Background: an optimization exercise with open tools, aiming at small area, a short achievable clock period and few clock cycles per item. Do not read the settings as production practice. In this exercise RTL edits were held to simulation tests only and were not proved equivalent to the original. Power figures rest on the tool's default switching activity, not on a simulated workload.

JK:
==> flow/design.v (excerpt) <==
module bitpacker (
    input  wire        clk,
    input  wire        rst,           
    input  wire        cmd_valid,
    output wire        cmd_ready,
    input  wire [79:0] cmd_word,
    input  wire        pay_valid,
    output wire        pay_ready,
    input  wire [7:0]  pay_data,
    output reg         rsp_valid,
    output wire [73:0] rsp_word,
    output reg         dst_we,
    output wire [31:0] dst_addr,
    output wire [7:0]  dst_data
);
    localparam [1:0] ST_OK = 2'd0, ST_OVERFLOW = 2'd1, ST_UNDERFLOW = 2'd2,
                     ST_ILLEGAL = 2'd3;
    wire [3:0]  i_opc = cmd_word[79:76];
    wire        i_e   = cmd_word[75];
    wire [2:0]  i_z   = cmd_word[74:72];
    wire [7:0]  i_cnt = cmd_word[71:64];
    wire [31:0] i_dh  = cmd_word[63:32];
    wire [31:0] i_dl  = cmd_word[31:0];
    wire i_z0    = (i_z == 3'd0);
    wire i_dh0   = (i_dh == 32'd0);
    wire i_dl0   = (i_dl == 32'd0);
    wire i_base  = !i_e && i_z0 && (i_cnt == 8'd0);
    wire i_le32  = (i_cnt <= 8'd32);
    wire i_le64  = (i_cnt <= 8'd64);
    wire i_init  = ((i_opc == 4'h1) && i_base && i_dh0) || ((i_opc == 4'h2) && i_base);
    wire i_reset = (i_opc == 4'h3) && i_base && i_dh0 && i_dl0;
    wire i_put   = ((i_opc == 4'h4) && i_z0 && i_le32 && i_dh0) ||
                   ((i_opc == 4'h5) && i_z0 && i_le64);
    wire i_flush = (i_opc == 4'h6) && i_base && i_dh0 && i_dl0;
    wire i_wrb   = (i_opc == 4'h7) && i_base && i_dh0;
    wire i_pos   = (i_opc == 4'h8) && i_base && i_dh0 && i_dl0;
    wire i_rem   = (i_opc == 4'h9) && i_base && i_dh0 && i_dl0;
    wire i_tail  = (i_opc == 4'hA) && i_base && i_dh0 && i_dl0;
    wire i_ill   = !(i_init || i_reset || i_put || i_flush || i_wrb || i_pos || i_rem || i_tail);
    wire       i_big = (i_opc == 4'h5) && !i_le32;
    wire [5:0] i_nhi = (i_cnt[6]) ? 6'd32 : {1'b0, i_cnt[4:0]};    
    wire [5:0] i_n0  = i_big ? (i_e ? 6'd32 : i_nhi) : i_cnt[5:0];
  ...
Size: about 320 flip-flops, roughly 0.028 sq mm of cells after synthesis.
Settings: LEC_CHECK=0, ABC_AREA=1, CAP_MARGIN=20, CORE_MARGIN=2, CORE_UTILIZATION=65, SETUP_SLACK_MARGIN=5, SLEW_MARGIN=20; clock period 10.0 ns.
run.sh (not shown) runs the stock make flow with config.mk's settings and CLKGATE_MAP_FILE= SYNTH_SCRIPT=/design/flow/synth_recipe.tcl, a recipe that flattens the netlist after the stock synthesis.
JK finished end to end and its layout was clean on timing, DRC and antenna.
Testbench counts of JK, summed over its fixed seeds: cycles 55,951, cmds 24,000.
Here is what was changed in the inputs of MS compared with JK.
Settings: changing CORE_UTILIZATION from 65 to 40; removing SETUP_SLACK_MARGIN (formerly 5).
==> flow/flow/run.sh (new file) <==
#!/bin/bash
set -euo pipefail
bash standard.sh SETUP_SLACK_MARGIN=5.5 finish > standard.log 2>&1
==> flow/standard.sh (new file) <==
#!/bin/bash
# synth_recipe.tcl (not shown) runs the flow's synth.tcl, then flattens the netlist and writes it again
# the make line also repeats each setting of config.mk as NAME=value (left out here)
make -C /OpenROAD-flow-scripts/flow DESIGN_CONFIG=/design/flow/config.mk WORK_HOME=/design/flow/orfs CLKGATE_MAP_FILE= SYNTH_SCRIPT=/design/flow/synth_recipe.tcl "${@:-finish}"
removed: flow/run.sh
--- outcome ---
Origin of the worst setup path: c_dl[19] -> MS, c_valid -> JK
From JK to MS the numbers moved as follows: met1 global-route usage went down 15 points; internal power summed over all cells picked up an extra about 9%.
The number of antenna violations at the first check in global routing of MS falls short of that of JK by 2.
Compared with JK, MS ends up with a larger final cell area.
[MS] final routed wirelength across all metal layers rose 13000 um relative to JK
Of MS and JK, JK shows the lower combinational share of power, with MS above it.
Here is what was changed in the inputs of AL compared with MS.
Settings: swapping 40 for 50 in CORE_UTILIZATION.
==> flow/flow/run.sh <==
#!/bin/bash
set -euo pipefail
bash standard.sh SETUP_SLACK_MARGIN=5.5 'BUFFER_PORTS_ARGS=-buffer_cell sky130_fd_sc_hd__buf_1' finish > standard.log 2>&1
==> results.txt <==
AL vs. MS: final hold slack went down by 0.0057 ns. Power on AL is ahead of MS. Comparing MS and AL, the higher number of global-route vias before repair is on MS. [compare] base=MS new=AL: growth of design area from synthesis to finish saw a decrease; clock skew saw an increase; final area saw a decrease; wire length saw a decrease; critical path depth saw an increase. Summary — final setup slack of the worst path, AL relative to MS: lower, by 0.051 ns. On minimum clock period: between MS and AL, it ends up higher for AL.
What TR does differently from AL at the input level:
Settings: swapping 50 for 40 in CORE_UTILIZATION; putting TNS_END_PERCENT at 20 where nothing was set.
==> flow/flow/run.sh <==
#!/bin/bash
set -euo pipefail
bash standard.sh SETUP_SLACK_MARGIN=5.5 finish > standard.log 2>&1
==> results.txt <==
Summary of TR over AL: wire length of the first global-routing pass now larger, routed length on met2 now smaller. Compared with AL, the detailed router inserted fewer vias in TR. From TR to AL, number of levels in the clock H-tree did not move at all. Path depth of the worst reg2reg path for TR: 4 down relative to AL. Compared with AL, TR shows a lower critical path depth.

---

## old
Another version of the RTL of bitpacker (not shown whole).
Size: ~4500 cells after synthesis, roughly 28000 um^2 of cells after synthesis.
make LEC_CHECK=0 ABC_AREA=1 CAP_MARGIN=0 CORE_MARGIN=2 CORE_UTILIZATION=40 SETUP_SLACK_MARGIN=5 SLEW_MARGIN=0 finish   # period 10.0 ns
Stock flow here: none of the scripts above is used.
In summary, old completed successfully, with a layout that passed the timing, DRC and antenna checks.
Testbench counts of old, summed over its fixed seeds: cycles 55,951, cmds 24,000.
Here is what was changed in the inputs of new compared with old.
- SLEW_MARGIN now 20, was 0
- CAP_MARGIN now 20, was 0
Findings:
- Per the final summary, new finished and its layout is clean on timing, DRC and antenna.
- Shortest clock period the worst path allows after layout (new over old): decrease, 0.0035 ns
- On routed wire length, old and new are neck and neck.
- On share of post-route cells with drive strength above 1, old and new are neck and neck.
- old → new: simple-gate share of the synthesized area about even, final design area excluding fillers did not really move.
- Taking old as the reference, in new fmax barely changed, worst supply voltage drop on vdd up 0.55%, total power draw roughly the same, pin count of the biggest net entering global routing ~0 delta.

[re-timing with driven ports]
The flow's constraints put no driver on any port. The routed layouts listed below were extracted and timed again, unchanged, in two steps. Step 1 (the two cells are an assumption about what drives the block):
set clk [get_ports {clk}]
set_driving_cell -lib_cell sky130_fd_sc_hd__clkbuf_16 $clk
set_driving_cell -lib_cell sky130_fd_sc_hd__buf_2 [delete_from_list [all_inputs] $clk]
Step 2 also shifts input and output timing later by t, the mid clock arrival at the registers, as if the neighbouring blocks saw the same clock. a / b / c = no drivers / after step 1 / after step 2; a / b = the first two.
run	shift t [ns]	setup slack, ns	worst setup path at the end	slew at the worst register clock pin (ns)
JK	0.643	4.688 / 4.627 / 4.496	input to register	0.07 / 0.07
MS	0.615	5.522 / 5.465 / 4.990	input to register	0.07 / 0.07
AL	0.630	5.471 / 5.410 / 4.979	input to register	0.07 / 0.07
TR	0.625	5.365 / 5.312 / 4.776	input to register	0.07 / 0.07
old	0.648	4.815 / 4.774 / 4.462	input to register	0.07 / 0.07
new	0.647	4.818 / 4.776 / 4.481	input to register	0.07 / 0.07
After both steps every run listed still meets setup and hold. The setup slack of TR, which loses most, moves by -0.053 ns with the drivers and by -0.589 ns with both steps.
